This design comes from an exercise in tuning for small area and few clock cycles on the open sky130 flow, not from production work. Only simulation tests tie the RTL to the original design; equivalence was not proved. Power figures rest on the tool's default switching activity, not on a simulated workload.

## run A
==> flow/design.v (excerpt) <==
module fdcw_dissect (
    input  wire         clk,
    input  wire         rst,
    input  wire         in_valid,
    output wire         in_ready,
    input  wire [7:0]   in_data,
    input  wire         in_last,
    input  wire         in_t,
    output reg          out_valid,
    input  wire         out_ready,
    output wire [7:0]   st,
    output wire         eth_valid,
    output wire         ip4_valid,
    output wire [2:0]   xpt,
    output wire [1:0]   txt_tag,
    output wire [7:0]   pay_off,
    output wire [47:0]  eth_dst,
    output wire [47:0]  eth_src,
    output wire [15:0]  ethertype,
    output wire [3:0]   ip_version,
    output wire [5:0]   ip_hlen,
    output wire [7:0]   ip_ttl,
    output wire [7:0]   ip_proto,
    output wire [31:0]  ip_src,
    output wire [31:0]  ip_dst,
    output wire [119:0] ip_src_str,
    output wire [3:0]   ip_src_len,
    output wire [119:0] ip_dst_str,
    output wire [3:0]   ip_dst_len,
    output wire [15:0]  sport,
    output wire [15:0]  dport,
    output wire [31:0]  tcp_seq,
    output wire [31:0]  tcp_ack,
    output wire [5:0]   tcp_flags,
    output wire [15:0]  udp_size,
    output wire [7:0]   icmp_type,
    output wire [7:0]   icmp_code,
    output wire [15:0]  icmp_csum
);
Settings: LEC_CHECK=0, ABC_AREA=1, CAP_MARGIN=20, CORE_MARGIN=2, CORE_UTILIZATION=58, SLEW_MARGIN=20; clock period 14.0 ns.
standard.sh (not shown) runs the stock make flow with config.mk's settings and CLKGATE_MAP_FILE= SYNTH_SCRIPT=/design/flow/synth_recipe.tcl, a recipe that flattens the netlist after the stock synthesis.
==> flow/flow/run.sh <==
#!/bin/bash
# The standard layout (standard.sh: ORFS with the standard flow's config and synthesis),
# with three changes:
#  - ABC maps the logic for area (flow/abc_area.script replaces ORFS's
#    abc_area.script in a copy of ORFS's scripts folder); registers are
#    mapped before ABC runs, so they are the standard synthesis's;
#  - the port buffers are the smallest buffer cell;
#  - the clock tree uses small clkbuf_4 cluster buffers and no dummy loads.
set -e
rm -rf scripts_area
cp -r "$FLOW_HOME/scripts" scripts_area
cp flow/abc_area.script scripts_area/abc_area.script
export SCRIPTS_DIR="$PWD/scripts_area"
export BUFFER_PORTS_ARGS="-buffer_cell sky130_fd_sc_hd__buf_1"
export CTS_ARGS="-sink_clustering_enable -repair_clock_nets -dont_use_dummy_load -buf_list sky130_fd_sc_hd__clkbuf_4 -sink_clustering_size 7 -sink_clustering_max_diameter 40"
bash standard.sh > standard.log 2>&1
==> flow/flow/abc_area.script <==
strash
&get -n
&deepsyn -T 60
&put
dch -f
map -a
topo
stime -c
Run A ended with every stage complete and zero timing, DRC or antenna violations.
Testbench counts of run A, summed over its fixed seeds: cycles 190,450.
#### Input delta (run B over run A)
--- a/flow/flow/run.sh
+++ b/flow/flow/run.sh
@@ -2,5 +2,5 @@
 # The standard layout (standard.sh: ORFS with the standard flow's config and synthesis),
 # with three changes:
-#  - ABC maps the logic for area (flow/abc_area.script replaces ORFS's
+#  - ABC maps the logic for area (deepsyn, then amap; flow/abc_area.script replaces ORFS's
 #    abc_area.script in a copy of ORFS's scripts folder); registers are
 #    mapped before ABC runs, so they are the standard synthesis's;
==> flow/flow/abc_area.script <==
strash
&get -n
&deepsyn -T 60
&put
dch -f
amap -F 4 -A 8
topo
stime -c
- Run B vs run A: average footprint of a synthesized cell up
- Seen in the log of run B: PPL-0024 during 3_2_place_iop, after which the run never completed.
- Of run A and run B, the run reporting the lower area fraction in compound gates after synthesis was run A.
- In the metrics for run A and run B, the one carrying the lower count of distinct cell types in the synthesized netlist is run A.
- When run B is measured against run A, its starting density of the core turns out 0.24 points higher.
- Run A -> run B: height of the chip decreased slightly
- Delta(area share of and/or/nand/nor cells after synthesis, run B - run A) < 0
- Measured against each other, run A and run B differ in synthesized instance count, the lower figure coming from run B.
- Run B vs run A — cell row count dropped 1.6%.
- On area after synthesis: run B sits below run A.
Input-level comparison between run C and run B:
- DIE_AREA: unset -> 0 0 230 140
- CORE_UTILIZATION: 58 -> unset
- CORE_AREA: unset -> 2.5 2.5 227.5 137.5
- CORE_MARGIN: 2 -> unset
==> flow/flow/run.sh <==
#!/bin/bash
# The standard layout (standard.sh: ORFS with the standard flow's config and synthesis),
# with these changes:
#  - ABC maps the logic for area: deepsyn, then amap (flow/abc_area.script
#    replaces ORFS's abc_area.script in a copy of ORFS's scripts folder);
#    registers are mapped before ABC runs, so they are the standard
#    synthesis's;
#  - no adder extraction (ADDER_MAP_FILE empty), so ABC maps adders too;
#  - the port buffers are the smallest buffer cell;
#  - the clock tree uses small clkbuf_4 cluster buffers and no dummy loads.
set -e
rm -rf scripts_area
cp -r "$FLOW_HOME/scripts" scripts_area
cp flow/abc_area.script scripts_area/abc_area.script
export SCRIPTS_DIR="$PWD/scripts_area"
export ADDER_MAP_FILE=
export BUFFER_PORTS_ARGS="-buffer_cell sky130_fd_sc_hd__buf_1"
export CTS_ARGS="-sink_clustering_enable -repair_clock_nets -dont_use_dummy_load -buf_list sky130_fd_sc_hd__clkbuf_4 -sink_clustering_size 7 -sink_clustering_max_diameter 40"
bash standard.sh > standard.log 2>&1
## What came out
- Run B did not finish: a tool error stopped it during 3_2_place_iop.
- Run C | status: complete | timing, DRC, antenna: pass
- Run C vs run B on adder-cell area share of the yosys netlist: run C is the lower one.
- Horizontal extent of the die of run C exceeds that of run B by more than a quarter.
- Compared with run B, run C shows a higher fraction of the mapped netlist area in compound gates.
--- input diff run C..run D ---
--- a/flow/flow/run.sh
+++ b/flow/flow/run.sh
@@ -8,4 +8,5 @@
 #  - no adder extraction (ADDER_MAP_FILE empty), so ABC maps adders too;
 #  - the port buffers are the smallest buffer cell;
+#  - constant outputs share one tie cell per value (no repair_tie_fanout);
 #  - the clock tree uses small clkbuf_4 cluster buffers and no dummy loads.
 set -e
@@ -15,4 +16,5 @@
 export SCRIPTS_DIR="$PWD/scripts_area"
 export ADDER_MAP_FILE=
+export SKIP_REPAIR_TIE_FANOUT=1
 export BUFFER_PORTS_ARGS="-buffer_cell sky130_fd_sc_hd__buf_1"
 export CTS_ARGS="-sink_clustering_enable -repair_clock_nets -dont_use_dummy_load -buf_list sky130_fd_sc_hd__clkbuf_4 -sink_clustering_size 7 -sink_clustering_max_diameter 40"
==> comparison <==
- Taking run C as the reference, in run D maximum frequency rose about 1.7%, total power held, layout overhead on the synthesized area fell 1.6 points, total non-filler cell area in the finished layout went down by about 1.4%.
- Comparing run C and run D, global-route met1 utilization is lower on run C.

-- port drivers added, routing unchanged --
In the flow no input, the clock included, has a driving cell. The finished layouts below were timed again as built, in two steps.
Step 1 (the two cells are an assumption about what drives the block):
set clk [get_ports {clk}]
set_driving_cell -lib_cell sky130_fd_sc_hd__clkbuf_16 $clk
set_driving_cell -lib_cell sky130_fd_sc_hd__buf_2 [delete_from_list [all_inputs] $clk]
Step 2 also shifts input and output timing later by t, the mid clock arrival at the registers, as if the neighbouring blocks saw the same clock.
Three values: no drivers, after step 1, after step 2; two values: the first two.
| run | t, ns | setup WS [ns] | worst setup path after step 2 | latest minus earliest clock arrival (ns) |
|---|---|---|---|---|
| run A | 0.733 | 1.665 / 1.624 / 2.357 | register to output | 0.131 / 0.131 |
| run C | 0.710 | 0.793 / 0.747 / 1.457 | register to output | 0.040 / 0.040 |
| run D | 0.722 | 1.014 / 0.963 / 1.685 | register to output | 0.078 / 0.078 |
After both steps setup and hold are still met in every run listed.
